This design comes from an exercise in tuning for small area and a short achievable clock period on the open sky130 flow, not from production work. In this exercise RTL edits were held to simulation tests only and were not proved equivalent to the original. Power and IR drop assume default switching activity.

--- config.mk ---
export PLATFORM = sky130hd
export DESIGN_NAME = pipe_core
export DESIGN_NICKNAME = pipe_core
export VERILOG_FILES = /design/flow/design.v
export SDC_FILE = /design/flow/constraint.sdc
export NUM_CORES = 8
export LEC_CHECK = 0
export CAP_MARGIN = 20
export CORE_MARGIN = 2
export CORE_UTILIZATION = 40
export PLACE_DENSITY = 0.6
export SLEW_MARGIN = 20
--- constraint.sdc ---
create_clock -name core_clock -period 15.0 [get_ports {clk}]
set_input_delay 3.0000 -clock core_clock [delete_from_list [all_inputs] [get_ports {clk}]]
set_output_delay 3.0000 -clock core_clock [all_outputs]
set_load 0.01 [all_outputs]
--- design.v ---
module pipe_core (
    input             clk,
    input             rst,           
    input      [1:0]  policy,        
    output     [31:0] imem_addr,
    input      [55:0] imem_rdata,
    output reg        dmem_re,
    output reg        dmem_we,
    output reg        dmem_wide,     
    output reg [31:0] dmem_addr,
    output reg [31:0] dmem_wdata,
    input      [31:0] dmem_rdata,
    input      [4:0]  dbg_reg_sel,
    output     [31:0] dbg_reg_val,
    output            halted,
    output            done,
    output     [31:0] cycle_count,
    output     [31:0] hit_count,
    output     [31:0] miss_count
);
    localparam [1:0] ALU_PASS = 2'd0, ALU_ADD = 2'd1, ALU_SUB = 2'd2;
    localparam [7:0] OPC_BZ = 8'd7, OPC_BGE = 8'd8, OPC_BNE = 8'd9;
    localparam [1:0] POL_ANT = 2'd0, POL_AT = 2'd1, POL_BIT2 = 2'd2, POL_LVL2 = 2'd3;
    function [1:0] d_alu_op;
        input [7:0] op;
        case (op)
            8'd1:    d_alu_op = ALU_ADD;
            8'd2:    d_alu_op = ALU_SUB;
            default: d_alu_op = ALU_PASS;
        endcase
    endfunction
    function [1:0] d_alu_src;
        input [7:0] op;
        case (op)
            8'd1:                    d_alu_src = 2'd1;
            8'd3, 8'd4, 8'd5, 8'd6:  d_alu_src = 2'd2;
            default:                 d_alu_src = 2'd0;
        endcase
    endfunction
    function [2:0] d_mem_read;
        input [7:0] op;
        case (op)
            8'd3:    d_mem_read = 3'd4;
            8'd4:    d_mem_read = 3'd1;
            default: d_mem_read = 3'd0;
        endcase
    endfunction
    function [2:0] d_mem_write;
        input [7:0] op;
        case (op)
            8'd5:    d_mem_write = 3'd4;
            8'd6:    d_mem_write = 3'd1;
            default: d_mem_write = 3'd0;
        endcase
    endfunction
    function d_reg_write;
        input [7:0] op;
        d_reg_write = (op == 8'd1) || (op == 8'd2) || (op == 8'd3) || (op == 8'd4);
    endfunction
    function d_mem_to_reg;
        input [7:0] op;
        d_mem_to_reg = (op == 8'd3) || (op == 8'd4);
    endfunction
    function d_is_branch;
        input [7:0] op;
        d_is_branch = (op == OPC_BZ) || (op == OPC_BGE) || (op == OPC_BNE);
    endfunction
    function [31:0] d_exe_cycles;
        input [7:0] op;
        d_exe_cycles = (op >= 8'd1 && op <= 8'd10) ? 32'd1 : 32'd0;
    endfunction
    function d_halt;
        input [7:0] op;
        d_halt = (op == 8'd10);
    endfunction
    reg [31:0] pc_q;
    reg [9:0]  ghr_q;
    reg        halted_q;
    reg [31:0] cycle_q, hit_q, miss_q;
    reg [63:0] lock_q;                   
    reg        if_obf_q;
    reg [7:0]  ifr_op_q;
    reg [4:0]  ifr_rd_q, ifr_rs1_q, ifr_rs2_q;
    reg [31:0] ifr_imm_q;
    reg        ifr_pt_q;
    reg [31:0] ifr_rpc_q;
    reg [9:0]  ifr_pidx_q;
    reg [1:0]  ifr_pst_q;
    reg [9:0]  ifr_gsnap_q;
    reg        id_obf_q;
    reg [7:0]  idr_op_q;
    reg [4:0]  idr_rd_q, idr_rs1_q, idr_rs2_q;
    reg [31:0] idr_imm_q;
    reg        idr_pt_q;
    reg [31:0] idr_rpc_q;
    reg [9:0]  idr_pidx_q;
    reg [1:0]  idr_pst_q;
    reg [9:0]  idr_gsnap_q;
    reg [31:0] idr_v1_q, idr_v2_q;
    reg        idr_r1_q, idr_r2_q;
    reg        ex_ibf_q;
    reg [31:0] ex_wait_q;
    reg [7:0]  exl_op_q;
    reg [4:0]  exl_rd_q;
    reg [31:0] exl_imm_q;
    reg        exl_pt_q;
    reg [31:0] exl_rpc_q;
    reg [9:0]  exl_pidx_q;
    reg [1:0]  exl_pst_q;
    reg [9:0]  exl_gsnap_q;
    reg [31:0] exl_v1_q, exl_v2_q;
    reg        ex_obf_q;
    reg [7:0]  exr_op_q;
    reg [4:0]  exr_rd_q;
    reg [31:0] exr_alu_q, exr_sd_q;
    reg        mem_obf_q;
    reg [7:0]  memr_op_q;
    reg [4:0]  memr_rd_q;
    reg [31:0] memr_alu_q, memr_md_q;
    wire [1023:0] rf_flat;
    wire [2047:0] pht_flat;
    reg        step;
    reg [31:0] n_pc;
    reg [9:0]  n_ghr;
    reg        n_halted;
    reg [31:0] n_cycle, n_hit, n_miss;
    reg [63:0] lk;
    reg        n_if_obf;
    reg [7:0]  n_ifr_op;
    reg [4:0]  n_ifr_rd, n_ifr_rs1, n_ifr_rs2;
    reg [31:0] n_ifr_imm;
    reg        n_ifr_pt;
    reg [31:0] n_ifr_rpc;
    reg [9:0]  n_ifr_pidx;
    reg [1:0]  n_ifr_pst;
    reg [9:0]  n_ifr_gsnap;
    reg        n_id_obf;
    reg [7:0]  n_idr_op;
    reg [4:0]  n_idr_rd, n_idr_rs1, n_idr_rs2;
    reg [31:0] n_idr_imm;
    reg        n_idr_pt;
    reg [31:0] n_idr_rpc;
    reg [9:0]  n_idr_pidx;
    reg [1:0]  n_idr_pst;
    reg [9:0]  n_idr_gsnap;
    reg [31:0] n_idr_v1, n_idr_v2;
    reg        n_idr_r1, n_idr_r2;
    reg        n_ex_ibf;
    reg [31:0] n_ex_wait;
    reg [7:0]  n_exl_op;
    reg [4:0]  n_exl_rd;
    reg [31:0] n_exl_imm;
    reg        n_exl_pt;
    reg [31:0] n_exl_rpc;
    reg [9:0]  n_exl_pidx;
    reg [1:0]  n_exl_pst;
    reg [9:0]  n_exl_gsnap;
    reg [31:0] n_exl_v1, n_exl_v2;
    reg        n_ex_obf;
    reg [7:0]  n_exr_op;
    reg [4:0]  n_exr_rd;
    reg [31:0] n_exr_alu, n_exr_sd;
    reg        n_mem_obf;
    reg [7:0]  n_memr_op;
    reg [4:0]  n_memr_rd;
    reg [31:0] n_memr_alu, n_memr_md;
    reg        rf_we;
    reg [4:0]  rf_wa;
    reg [31:0] rf_wd;
    reg        pht_we;
    reg [9:0]  pht_wa;
    reg [1:0]  pht_wd;
    reg [7:0]  wbl_op;
    reg [4:0]  wbl_rd;
    reg [31:0] wbl_alu, wbl_md, wb_val;
    reg [31:0] fwd_val;
    reg        no_closer;
    reg [1:0]  own;
    reg [7:0]  meml_op;
    reg [4:0]  meml_rd;
    reg [31:0] meml_alu, meml_sd, mem_data;
    reg [31:0] alu_a, alu_b, alu_res;
    reg        taken, redirect;
    reg [9:0]  hist;
    reg [7:0]  idl_op;
    reg [4:0]  idl_rd, idl_rs1, idl_rs2;
    reg [31:0] idl_imm;
    reg        idl_pt;
    reg [31:0] idl_rpc;
    reg [9:0]  idl_pidx;
    reg [1:0]  idl_pst;
    reg [9:0]  idl_gsnap;
    reg [7:0]  f_op;
    reg [15:0] f_regword;
    reg [31:0] f_imm;
    reg [9:0]  f_idx;
    reg [1:0]  f_state;
    wire done_w = halted_q
                  && !(if_obf_q  && ifr_op_q  != 8'd0)
                  && !(id_obf_q  && idr_op_q  != 8'd0)
                  && !(ex_ibf_q  && exl_op_q  != 8'd0)
                  && !(ex_obf_q  && exr_op_q  != 8'd0)
                  && !(mem_obf_q && memr_op_q != 8'd0);
    always @* begin
        step        = !done_w;
        n_pc        = pc_q;
        n_ghr       = ghr_q;
        n_halted    = halted_q;
        n_cycle     = cycle_q;
        n_hit       = hit_q;
        n_miss      = miss_q;
        lk          = lock_q;
        n_if_obf    = if_obf_q;
        n_ifr_op    = ifr_op_q;
        n_ifr_rd    = ifr_rd_q;
        n_ifr_rs1   = ifr_rs1_q;
        n_ifr_rs2   = ifr_rs2_q;
        n_ifr_imm   = ifr_imm_q;
        n_ifr_pt    = ifr_pt_q;
        n_ifr_rpc   = ifr_rpc_q;
        n_ifr_pidx  = ifr_pidx_q;
        n_ifr_pst   = ifr_pst_q;
        n_ifr_gsnap = ifr_gsnap_q;
        n_id_obf    = id_obf_q;
        n_idr_op    = idr_op_q;
        n_idr_rd    = idr_rd_q;
        n_idr_rs1   = idr_rs1_q;
        n_idr_rs2   = idr_rs2_q;
        n_idr_imm   = idr_imm_q;
        n_idr_pt    = idr_pt_q;
        n_idr_rpc   = idr_rpc_q;
        n_idr_pidx  = idr_pidx_q;
        n_idr_pst   = idr_pst_q;
        n_idr_gsnap = idr_gsnap_q;
        n_idr_v1    = idr_v1_q;
        n_idr_v2    = idr_v2_q;
        n_idr_r1    = idr_r1_q;
        n_idr_r2    = idr_r2_q;
        n_ex_ibf    = ex_ibf_q;
        n_ex_wait   = ex_wait_q;
        n_exl_op    = exl_op_q;
        n_exl_rd    = exl_rd_q;
        n_exl_imm   = exl_imm_q;
        n_exl_pt    = exl_pt_q;
        n_exl_rpc   = exl_rpc_q;
        n_exl_pidx  = exl_pidx_q;
        n_exl_pst   = exl_pst_q;
        n_exl_gsnap = exl_gsnap_q;
        n_exl_v1    = exl_v1_q;
        n_exl_v2    = exl_v2_q;
        n_ex_obf    = ex_obf_q;
        n_exr_op    = exr_op_q;
        n_exr_rd    = exr_rd_q;
        n_exr_alu   = exr_alu_q;
        n_exr_sd    = exr_sd_q;
        n_mem_obf   = mem_obf_q;
        n_memr_op   = memr_op_q;
        n_memr_rd   = memr_rd_q;
        n_memr_alu  = memr_alu_q;
        n_memr_md   = memr_md_q;
        rf_we = 1'b0;  rf_wa = 5'd0;  rf_wd = 32'd0;
        pht_we = 1'b0; pht_wa = 10'd0; pht_wd = 2'd0;
        dmem_re = 1'b0; dmem_we = 1'b0; dmem_wide = 1'b0;
        dmem_addr = 32'd0; dmem_wdata = 32'd0;
        wbl_op = 8'd0; wbl_rd = 5'd0; wbl_alu = 32'd0; wbl_md = 32'd0; wb_val = 32'd0;
        fwd_val = 32'd0; no_closer = 1'b0; own = 2'd0;
        meml_op = 8'd0; meml_rd = 5'd0; meml_alu = 32'd0; meml_sd = 32'd0; mem_data = 32'd0;
        alu_a = 32'd0; alu_b = 32'd0; alu_res = 32'd0;
        taken = 1'b0; redirect = 1'b0; hist = 10'd0;
        idl_op = 8'd0; idl_rd = 5'd0; idl_rs1 = 5'd0; idl_rs2 = 5'd0; idl_imm = 32'd0;
        idl_pt = 1'b0; idl_rpc = 32'd0; idl_pidx = 10'd0; idl_pst = 2'd0; idl_gsnap = 10'd0;
        f_op = 8'd0; f_regword = 16'd0; f_imm = 32'd0; f_idx = 10'd0; f_state = 2'd0;
        if (step) begin
            if (n_mem_obf) begin
                wbl_op  = memr_op_q;
                wbl_rd  = memr_rd_q;
                wbl_alu = memr_alu_q;
                wbl_md  = memr_md_q;
                n_mem_obf = 1'b0;
            end
            if (d_halt(wbl_op))
                n_halted = 1'b1;
            if (d_reg_write(wbl_op) && wbl_rd != 5'd0) begin
                wb_val = d_mem_to_reg(wbl_op) ? wbl_md : wbl_alu;
                rf_we  = 1'b1;
                rf_wa  = wbl_rd;
                rf_wd  = wb_val;
                lk[2*wbl_rd +: 2] = lk[2*wbl_rd +: 2] - 2'd1;
            end
            if (n_id_obf && d_reg_write(memr_op_q) && memr_rd_q != 5'd0) begin
                fwd_val = d_mem_to_reg(memr_op_q) ? memr_md_q : memr_alu_q;
                own = (d_reg_write(n_idr_op) && n_idr_rd == memr_rd_q) ? 2'd1 : 2'd0;
                no_closer = (lk[2*memr_rd_q +: 2] - own) == 2'd0;
                if (!n_idr_r1 && n_idr_rs1 == memr_rd_q && no_closer) begin
                    n_idr_v1 = fwd_val;
                    n_idr_r1 = 1'b1;
                end
                if (!n_idr_r2 && n_idr_rs2 == memr_rd_q && no_closer) begin
                    n_idr_v2 = fwd_val;
                    n_idr_r2 = 1'b1;
                end
            end
            if (n_ex_obf) begin
                meml_op  = exr_op_q;
                meml_rd  = exr_rd_q;
                meml_alu = exr_alu_q;
                meml_sd  = exr_sd_q;
                n_ex_obf = 1'b0;
            end
            mem_data = 32'd0;
            if (d_mem_read(meml_op) == 3'd4) begin
                dmem_re   = 1'b1;
                dmem_wide = 1'b1;
                dmem_addr = meml_alu;
                mem_data  = dmem_rdata;
            end else if (d_mem_read(meml_op) == 3'd1) begin
                dmem_re   = 1'b1;
                dmem_addr = meml_alu;
                mem_data  = {24'd0, dmem_rdata[7:0]};
            end else if (d_mem_write(meml_op) == 3'd4) begin
                dmem_we    = 1'b1;
                dmem_wide  = 1'b1;
                dmem_addr  = meml_alu;
                dmem_wdata = meml_sd;
            end else if (d_mem_write(meml_op) == 3'd1) begin
                dmem_we    = 1'b1;
                dmem_addr  = meml_alu;
                dmem_wdata = meml_sd;
            end
            n_memr_op  = meml_op;
            n_memr_rd  = meml_rd;
            n_memr_alu = meml_alu;
            n_memr_md  = mem_data;
            n_mem_obf  = 1'b1;
            if (n_id_obf && !n_ex_ibf && d_reg_write(exr_op_q) && exr_rd_q != 5'd0
                && d_mem_read(exr_op_q) == 3'd0) begin
                if (!n_idr_r1 && n_idr_rs1 == exr_rd_q) begin
                    n_idr_v1 = exr_alu_q;
                    n_idr_r1 = 1'b1;
                end
                if (!n_idr_r2 && n_idr_rs2 == exr_rd_q) begin
                    n_idr_v2 = exr_alu_q;
                    n_idr_r2 = 1'b1;
                end
            end
            if (!n_ex_ibf && !n_ex_obf) begin
                if (n_id_obf) begin
                    if (n_idr_r1 && n_idr_r2) begin
                        n_exl_op    = n_idr_op;
                        n_exl_rd    = n_idr_rd;
                        n_exl_imm   = n_idr_imm;
                        n_exl_pt    = n_idr_pt;
                        n_exl_rpc   = n_idr_rpc;
                        n_exl_pidx  = n_idr_pidx;
                        n_exl_pst   = n_idr_pst;
                        n_exl_gsnap = n_idr_gsnap;
                        n_exl_v1    = n_idr_v1;
                        n_exl_v2    = n_idr_v2;
                        n_ex_ibf    = 1'b1;
                        n_id_obf    = 1'b0;
                        n_ex_wait   = ((d_exe_cycles(n_idr_op) > 32'd1) ? d_exe_cycles(n_idr_op) : 32'd1) - 32'd1;
                    end
                end else begin
                    n_exl_op    = 8'd0;
                    n_exl_rd    = 5'd0;
                    n_exl_imm   = 32'd0;
                    n_exl_pt    = 1'b0;
                    n_exl_rpc   = 32'd0;
                    n_exl_pidx  = 10'd0;
                    n_exl_pst   = 2'd0;
                    n_exl_gsnap = 10'd0;
                    n_exl_v1    = 32'd0;
                    n_exl_v2    = 32'd0;
                    n_ex_ibf    = 1'b1;
                    n_ex_wait   = 32'd0;
                end
            end
            if (n_ex_ibf && !n_ex_obf) begin
                if (n_ex_wait != 32'd0) begin
                    n_ex_wait = n_ex_wait - 32'd1;
                end else begin
                    alu_a = n_exl_v1;
                    case (d_alu_src(n_exl_op))
                        2'd1:    alu_b = n_exl_imm;
                        2'd2:    alu_b = n_exl_imm + n_exl_v1;
                        default: alu_b = n_exl_v2;
                    endcase
                    case (d_alu_op(n_exl_op))
                        ALU_ADD: alu_res = alu_a + alu_b;
                        ALU_SUB: alu_res = alu_a - alu_b;
                        default: alu_res = alu_b;
                    endcase
                    if (d_is_branch(n_exl_op)) begin
                        case (n_exl_op)
                            OPC_BZ:  taken = (n_exl_v1 == 32'd0);
                            OPC_BGE: taken = ($signed(n_exl_v1) >= $signed(n_exl_v2));
                            default: taken = (n_exl_v1 != n_exl_v2);
                        endcase
                        if (policy == POL_BIT2 || policy == POL_LVL2) begin
                            pht_we = 1'b1;
                            pht_wa = n_exl_pidx;
                            if (taken)
                                pht_wd = (n_exl_pst == 2'd3) ? 2'd3 : n_exl_pst + 2'd1;
                            else
                                pht_wd = (n_exl_pst == 2'd0) ? 2'd0 : n_exl_pst - 2'd1;
                        end
                        if (taken != n_exl_pt) begin
                            n_miss = n_miss + 32'd1;
                            if (n_id_obf && d_reg_write(n_idr_op) && n_idr_rd != 5'd0)
                                lk[2*n_idr_rd +: 2] = lk[2*n_idr_rd +: 2] - 2'd1;
                            n_id_obf = 1'b0;
                            n_if_obf = 1'b0;
                            n_pc = n_exl_pt ? n_exl_rpc : n_exl_imm;
                            if (policy == POL_LVL2) begin
                                hist  = n_exl_pt ? n_exl_gsnap : n_exl_pidx;
                                n_ghr = {hist[8:0], taken};
                            end
                            redirect = 1'b1;
                        end else begin
                            n_hit = n_hit + 32'd1;
                        end
                    end
                    n_exr_op  = n_exl_op;
                    n_exr_rd  = n_exl_rd;
                    n_exr_alu = alu_res;
                    n_exr_sd  = n_exl_v2;
                    n_ex_obf  = 1'b1;
                    n_ex_ibf  = 1'b0;
                end
            end
            if (!n_id_obf) begin
                if (n_if_obf) begin
                    idl_op    = n_ifr_op;
                    idl_rd    = n_ifr_rd;
                    idl_rs1   = n_ifr_rs1;
                    idl_rs2   = n_ifr_rs2;
                    idl_imm   = n_ifr_imm;
                    idl_pt    = n_ifr_pt;
                    idl_rpc   = n_ifr_rpc;
                    idl_pidx  = n_ifr_pidx;
                    idl_pst   = n_ifr_pst;
                    idl_gsnap = n_ifr_gsnap;
                    n_if_obf  = 1'b0;
                end
                n_idr_op    = idl_op;
                n_idr_rd    = idl_rd;
                n_idr_rs1   = idl_rs1;
                n_idr_rs2   = idl_rs2;
                n_idr_imm   = idl_imm;
                n_idr_pt    = idl_pt;
                n_idr_rpc   = idl_rpc;
                n_idr_pidx  = idl_pidx;
                n_idr_pst   = idl_pst;
                n_idr_gsnap = idl_gsnap;
                if (idl_rs1 == 5'd0)
                    n_idr_v1 = 32'd0;
                else if (rf_we && rf_wa == idl_rs1)
                    n_idr_v1 = rf_wd;
                else
                    n_idr_v1 = rf_flat[32*idl_rs1 +: 32];
                if (idl_rs2 == 5'd0)
                    n_idr_v2 = 32'd0;
                else if (rf_we && rf_wa == idl_rs2)
                    n_idr_v2 = rf_wd;
                else
                    n_idr_v2 = rf_flat[32*idl_rs2 +: 32];
                n_idr_r1 = (idl_rs1 == 5'd0) || (lk[2*idl_rs1 +: 2] == 2'd0);
                n_idr_r2 = (idl_rs2 == 5'd0) || (lk[2*idl_rs2 +: 2] == 2'd0);
                if (d_reg_write(idl_op) && idl_rd != 5'd0)
                    lk[2*idl_rd +: 2] = lk[2*idl_rd +: 2] + 2'd1;
                n_id_obf = 1'b1;
            end
            if (!n_halted && !n_if_obf && !redirect) begin
                f_op      = imem_rdata[7:0];
                f_regword = imem_rdata[23:8];
                f_imm     = imem_rdata[55:24];
                n_ifr_op    = f_op;
                n_ifr_rd    = f_regword[4:0];
                n_ifr_rs1   = f_regword[9:5];
                n_ifr_rs2   = f_regword[14:10];
                n_ifr_imm   = f_imm;
                n_ifr_pt    = 1'b0;
                n_ifr_rpc   = 32'd0;
                n_ifr_pidx  = 10'd0;
                n_ifr_pst   = 2'd0;
                n_ifr_gsnap = 10'd0;
                n_pc        = pc_q + 32'd8;
                if (d_is_branch(f_op)) begin
                    case (policy)
                        POL_ANT: n_ifr_pt = 1'b0;
                        POL_AT:  n_ifr_pt = 1'b1;
                        default: begin
                            f_idx = (policy == POL_LVL2) ? n_ghr : pc_q[12:3];
                            if (pht_we && pht_wa == f_idx)
                                f_state = pht_wd;
                            else
                                f_state = pht_flat[2*f_idx +: 2];
                            n_ifr_pidx = f_idx;
                            n_ifr_pst  = f_state;
                            n_ifr_pt   = f_state[1];
                            if (policy == POL_LVL2) begin
                                if (f_state[1])
                                    n_ifr_gsnap = n_ghr;
                                n_ghr = {n_ghr[8:0], f_state[1]};
                            end
                        end
                    endcase
                    if (n_ifr_pt) begin
                        n_ifr_rpc = pc_q + 32'd8;
                        n_pc      = f_imm;
                    end
                end
                n_if_obf = 1'b1;
            end
            n_cycle = n_cycle + 32'd1;
        end
    end
    always @(posedge clk) begin
        if (rst) begin
            pc_q      <= 32'd0;
            ghr_q     <= 10'd0;
            halted_q  <= 1'b0;
            cycle_q   <= 32'd0;
            hit_q     <= 32'd0;
            miss_q    <= 32'd0;
            lock_q    <= 64'd0;
            if_obf_q  <= 1'b0;
            id_obf_q  <= 1'b0;
            ex_ibf_q  <= 1'b0;
            ex_obf_q  <= 1'b0;
            mem_obf_q <= 1'b0;
            ex_wait_q <= 32'd0;
            ifr_op_q  <= 8'd0;  ifr_rd_q <= 5'd0; ifr_rs1_q <= 5'd0; ifr_rs2_q <= 5'd0;
            ifr_imm_q <= 32'd0; ifr_pt_q <= 1'b0; ifr_rpc_q <= 32'd0;
            ifr_pidx_q <= 10'd0; ifr_pst_q <= 2'd0; ifr_gsnap_q <= 10'd0;
            idr_op_q  <= 8'd0;  idr_rd_q <= 5'd0; idr_rs1_q <= 5'd0; idr_rs2_q <= 5'd0;
            idr_imm_q <= 32'd0; idr_pt_q <= 1'b0; idr_rpc_q <= 32'd0;
            idr_pidx_q <= 10'd0; idr_pst_q <= 2'd0; idr_gsnap_q <= 10'd0;
            idr_v1_q  <= 32'd0; idr_v2_q <= 32'd0; idr_r1_q <= 1'b1; idr_r2_q <= 1'b1;
            exl_op_q  <= 8'd0;  exl_rd_q <= 5'd0; exl_imm_q <= 32'd0; exl_pt_q <= 1'b0;
            exl_rpc_q <= 32'd0; exl_pidx_q <= 10'd0; exl_pst_q <= 2'd0; exl_gsnap_q <= 10'd0;
            exl_v1_q  <= 32'd0; exl_v2_q <= 32'd0;
            exr_op_q  <= 8'd0;  exr_rd_q <= 5'd0; exr_alu_q <= 32'd0; exr_sd_q <= 32'd0;
            memr_op_q <= 8'd0;  memr_rd_q <= 5'd0; memr_alu_q <= 32'd0; memr_md_q <= 32'd0;
        end else begin
            pc_q      <= n_pc;
            ghr_q     <= n_ghr;
            halted_q  <= n_halted;
            cycle_q   <= n_cycle;
            hit_q     <= n_hit;
            miss_q    <= n_miss;
            lock_q    <= {lk[63:2], 2'b00};
            if_obf_q  <= n_if_obf;
            id_obf_q  <= n_id_obf;
            ex_ibf_q  <= n_ex_ibf;
            ex_obf_q  <= n_ex_obf;
            mem_obf_q <= n_mem_obf;
            ex_wait_q <= n_ex_wait;
            ifr_op_q  <= n_ifr_op;  ifr_rd_q <= n_ifr_rd; ifr_rs1_q <= n_ifr_rs1; ifr_rs2_q <= n_ifr_rs2;
            ifr_imm_q <= n_ifr_imm; ifr_pt_q <= n_ifr_pt; ifr_rpc_q <= n_ifr_rpc;
            ifr_pidx_q <= n_ifr_pidx; ifr_pst_q <= n_ifr_pst; ifr_gsnap_q <= n_ifr_gsnap;
            idr_op_q  <= n_idr_op;  idr_rd_q <= n_idr_rd; idr_rs1_q <= n_idr_rs1; idr_rs2_q <= n_idr_rs2;
            idr_imm_q <= n_idr_imm; idr_pt_q <= n_idr_pt; idr_rpc_q <= n_idr_rpc;
            idr_pidx_q <= n_idr_pidx; idr_pst_q <= n_idr_pst; idr_gsnap_q <= n_idr_gsnap;
            idr_v1_q  <= n_idr_v1;  idr_v2_q <= n_idr_v2; idr_r1_q <= n_idr_r1; idr_r2_q <= n_idr_r2;
            exl_op_q  <= n_exl_op;  exl_rd_q <= n_exl_rd; exl_imm_q <= n_exl_imm; exl_pt_q <= n_exl_pt;
            exl_rpc_q <= n_exl_rpc; exl_pidx_q <= n_exl_pidx; exl_pst_q <= n_exl_pst; exl_gsnap_q <= n_exl_gsnap;
            exl_v1_q  <= n_exl_v1;  exl_v2_q <= n_exl_v2;
            exr_op_q  <= n_exr_op;  exr_rd_q <= n_exr_rd; exr_alu_q <= n_exr_alu; exr_sd_q <= n_exr_sd;
            memr_op_q <= n_memr_op; memr_rd_q <= n_memr_rd; memr_alu_q <= n_memr_alu; memr_md_q <= n_memr_md;
        end
    end
    assign rf_flat[31:0] = 32'd0;
    genvar g;
    generate
        for (g = 1; g < 32; g = g + 1) begin : gen_rf
            reg [31:0] r;
            always @(posedge clk) begin
                if (rst)
                    r <= 32'd0;
                else if (rf_we && rf_wa == g)
                    r <= rf_wd;
            end
            assign rf_flat[32*g +: 32] = r;
        end
        for (g = 0; g < 1024; g = g + 1) begin : gen_pht
            reg [1:0] c;
            always @(posedge clk) begin
                if (rst)
                    c <= 2'd0;
                else if (pht_we && pht_wa == g)
                    c <= pht_wd;
            end
            assign pht_flat[2*g +: 2] = c;
        end
    endgenerate
    assign imem_addr   = pc_q;
    assign dbg_reg_val = rf_flat[32*dbg_reg_sel +: 32];
    assign halted      = halted_q;
    assign done        = done_w;
    assign cycle_count = cycle_q;
    assign hit_count   = hit_q;
    assign miss_count  = miss_q;
endmodule
--- run.sh ---
#!/bin/bash
# synth_recipe.tcl (not shown) runs the flow's synth.tcl, then flattens the netlist and writes it again
# the make line also repeats each setting of config.mk as NAME=value (left out here)
make -C /OpenROAD-flow-scripts/flow DESIGN_CONFIG=/design/flow/config.mk WORK_HOME=/design/flow/orfs CLKGATE_MAP_FILE= SYNTH_SCRIPT=/design/flow/synth_recipe.tcl finish
==> notes.md <==
fin crit share 0.976; Synth Cell Area 207000 µm²; Die Y 724 µm; initial antenna violation count 83; Starting Density 0.401; H-tree Lvls 5; max reg flops 2048; leak pwr 75.0 nW; DPL Wire Length 576 mm; Critical Path RT 16020 ps; GRT overflow 0; PortBufs 324; CTS sink cnt 3878; multi-input combinational cell area 120000 µm²; max incr delay on CP 1000 ps; vias in the first global route 193438; critical setup path kind flop to flop; top layer in use met5; CP most frequent cell a211oi_1; routed vias/inst 6.39; max-slew violations 0; GPL Wtd Cong 0.988; Clock Skew 105 ps; clock latency on the worst-skew pair 1110 ps; min cycle time layout 14650 ps; Peak VDD IR 101 µV; status timing/DRC/antenna clean; Max-Cap Viols 0; Post-synth top flop dfxtp_1; TritonCTS Buffers 433; largest register by flop count gen_pht.c; CTS max path bufs 4; layout cells sized above 1 0.0927; Post-synth EDFFs 0; CP Capture Type flop; Layout area overhead 11.9%; Worst-path clk slew 60 ps; sequential element share of the synthesized area 0.374; Fin. Hold Viols 0; wire per inst 28.3 µm; Total Wirelength 956 mm; Synth Instances 27660; critical path launch point type flop; flops & latches, synth 3878; CTS Root Cell clkbuf_16; met2 WL post-DR 387 mm; Pre-Repair DR Iteration Count 9; # IOs 326; Final ANT Viol Nets 0; via count 215822; core area 517000 µm²; Post-CTS Hold Fix Bufs 0; Final Net Count 26636; Met1 Wirelength 375 mm; CP Max Fanout 26; FMAX 68.3 MHz; global-route wire length before repair 1360 mm; sequential cell area 77700 µm²; Synth warnings 1; measured slew at the worst slew-check pin 1370 ps; largest net degree at the start of global routing 241; DR WL met3 139 mm; Hold WS 414 ps; total track usage 0.345; P per Cell Area 107 nW/µm²; Fill cells 51468; post-synth cell types 121; CP arrival 15670 ps; Final setup viols 0; fraction of registers with async set or reset after synthesis 0; die width 724 µm; Die Area 524000 µm²; worst hold path class flop to flop; synthesized area per cell 7.50 µm²; Post-Syn Nets 27871; setup tns final 0 ps; row count 264; max_slew headroom 0.0768; Slowest cell on crit path o41ai_1; Top Registers gen_pht.c: 2048 flops, gen_rf.r: 992 flops, lock_q: 62 flops; CTS tree built; drt drc 0; drt initial violations 33458
-- where the power goes --
| part | internal (W) | total [W] | switching [W] | leakage, nW |
|---|---|---|---|---|
| Combinational | 0.000844 | 0.00306 | 0.00222 | 36.5 |
| Clock | 0.00641 | 0.0112 | 0.00481 | 7.24 |
| Sequential | 0.0103 | 0.0104 | 0.0000896 | 31.3 |
| Total | 0.0176 | 0.0247 | 0.00712 | 75.0 |
-- synth_stat cells, types with 25 or more instances --
library cell     n  area, µm²
a221oi_1       131       1150
a22oi_1        176       1320
buf_4           44        330
nor3_1         287       1440
a2111oi_0       45        394
mux4_2         401       9030
o22ai_1        103        644
or3_1           81        507
buf_2          222       1110
nand4_1         84        526
o2111ai_1       38        333
a21boi_0        62        465
a311oi_1       145       1270
mux2i_1       1301      13000
a21oi_1       3992      20000
and3_1         132        826
nand2b_1        46        288
o211a_1         25        250
nor4_1          62        388
a22o_1         107        937
a211oi_1       428       3210
o21ai_0        890       4450
buf_1          206        773
clkbuf_1      2310       8670
a2bb2oi_1       29        254
xnor2_1        112        981
mux2_2         186       2090
xor2_1         124       1090
o221ai_1       183       1600
nand2_1       6587      24700
nand3_1       2898      14500
ha_1           112       1400
o211ai_1        65        488
inv_1          115        432
and2_1         108        676
a21o_1          28        210
dfxtp_1       3878      77600
o31ai_1         52        390
nor2_1        1264       4740
nor2b_1        103        644
a31oi_1        127        795
-- worst max-delay path, delay by kind of cell, from the launching register on --
| kind | cells | cell delay (ps) |
|---|---|---|
| xor gates and xnor gates | 1 | 220 |
| and+or+nand+nor | 6 | 1230 |
| adders and majority gates | 2 | 830 |
| DFF | 1 | 410 |
| buffers and inverters | 3 | 1530 |
| AOI/OAI and AO/OA | 31 | 10290 |
-- routing by layer --
| metal | global-route usage | vias up |
|---|---|---|
| met4 | 0.168 | 54 |
| met3 | 0.123 | 2983 |
| met2 | 0.489 | 14246 |
| li1 | - | 94966 |
| met5 | 0.0153 | - |
| met1 | 0.461 | 103573 |
-- worst paths after layout --
kind	start	to	slack, ps	depth (start not counted)
worst max-delay path	memr_rd_q[0]$_SDFFE_PP0N_	ifr_pst_q[0]$_SDFFE_PP0P_	350	43
worst min-delay path	ifr_gsnap_q[3]$_SDFFE_PP0P_	idr_gsnap_q[3]$_SDFFE_PP0P_	410	2
worst min register to register	ifr_gsnap_q[3]$_SDFFE_PP0P_	idr_gsnap_q[3]$_SDFFE_PP0P_	410	2
worst max register to register	memr_rd_q[0]$_SDFFE_PP0N_	ifr_pst_q[0]$_SDFFE_PP0P_	350	43
-- metrics by stage --
stage	utilization	std cells	instance area, µm²	setup WS, ps	total power [W]
final	0.449	33749	232000	354	0.0247
after global routing	0.449	33708	232000	-7.08	0.0252
after CTS	0.448	33686	232000	70.1	0.0246
after detailed placement	0.420	32900	217000	-108	0.0136
after global placement	0.420	32898	217000	-130	0.0136
after floorplan	-	27660	207000	506	0.0123
-- cell usage in the layout (no fill, tap or decap), types with 62 or more instances in the layout --
cell type	synthesis	layout
a21oi_1	3992	3952
ha_1	112	110
o21ai_0	890	886
o211ai_1	65	65
a22o_1	107	107
buf_12	0	81
nor2_1	1264	1152
a221oi_1	131	129
clkbuf_1	2310	93
a311oi_1	145	142
clkbuf_16	0	438
a22oi_1	176	174
and3_1	132	128
o221ai_1	183	183
or3_1	81	78
nand4_1	84	84
xor2_1	124	123
nand2_1	6587	6560
nor3_1	287	258
mux2i_1	1301	1300
a21boi_0	62	62
o22ai_1	103	103
a211oi_1	428	425
nor2b_1	103	97
dfxtp_1	3878	3863
nand3_1	2898	2871
a31oi_1	127	125
and2_1	108	99
xnor2_1	112	111
mux4_2	401	401
mux2_2	186	186
clkbuf_8	0	120
clkinv_2	0	66
inv_1	115	114
nor2_2	4	73
buf_4	44	715
clkdlybuf4s50_1	0	318
-- what timing repair did --
action,4_1_cts,5_1_grt
gates resized for setup,1,16
buffers inserted,0,2
pin swaps,0,1
endpoints found under the setup margin,22,84
gates cloned,0,0
-- cell type report --
| class | instances | area share |
|---|---|---|
| Tap cell | 6916 | 0.0373 |
| Sequential cell | 3878 | 0.335 |
| Multi-Input combinational cell | 20864 | 0.517 |
| Antenna cell | 57 | 0.000615 |
| Timing Repair Buffer | 1123 | 0.0446 |
| Inverter | 125 | 0.00204 |
| Clock buffer | 651 | 0.0559 |
| Clock inverter | 135 | 0.00757 |
-- cells by family after synthesis --
family | count (synthesis) | synth area share
flops | 3878 | 0.374
compound gates | 6876 | 0.195
fa+ha+maj | 115 | 0.00700
xor+xnor | 238 | 0.0102
buf+inv | 2918 | 0.0553
mux | 1890 | 0.117
simple gates | 11745 | 0.241

[afterwards: timing with drivers on the ports]
In the flow no input, the clock included, has a driving cell. The finished layout below was timed again as built, in two steps. Step 1, drivers: a clkbuf_16 drives clk and a buf_2 each remaining input, both assumed. Step 2 also shifts input and output timing later by t, the mid clock arrival at the registers, as if the neighbouring blocks saw the same clock. Slacks: ideal ports / drivers / drivers and shift; pairs: ideal ports / drivers.
t, ns: 1.164
setup slack, ns: 0.354 / 0.354 / 0.354
hold WS [ns]: 0.414 / 0.414 / 0.414
slew at the worst register clock pin (ns): 0.08 / 0.08
After both steps this run still meets setup and hold. For this run, drivers alone change the setup slack by 0.000 ns; drivers and shift together by 0.000 ns.
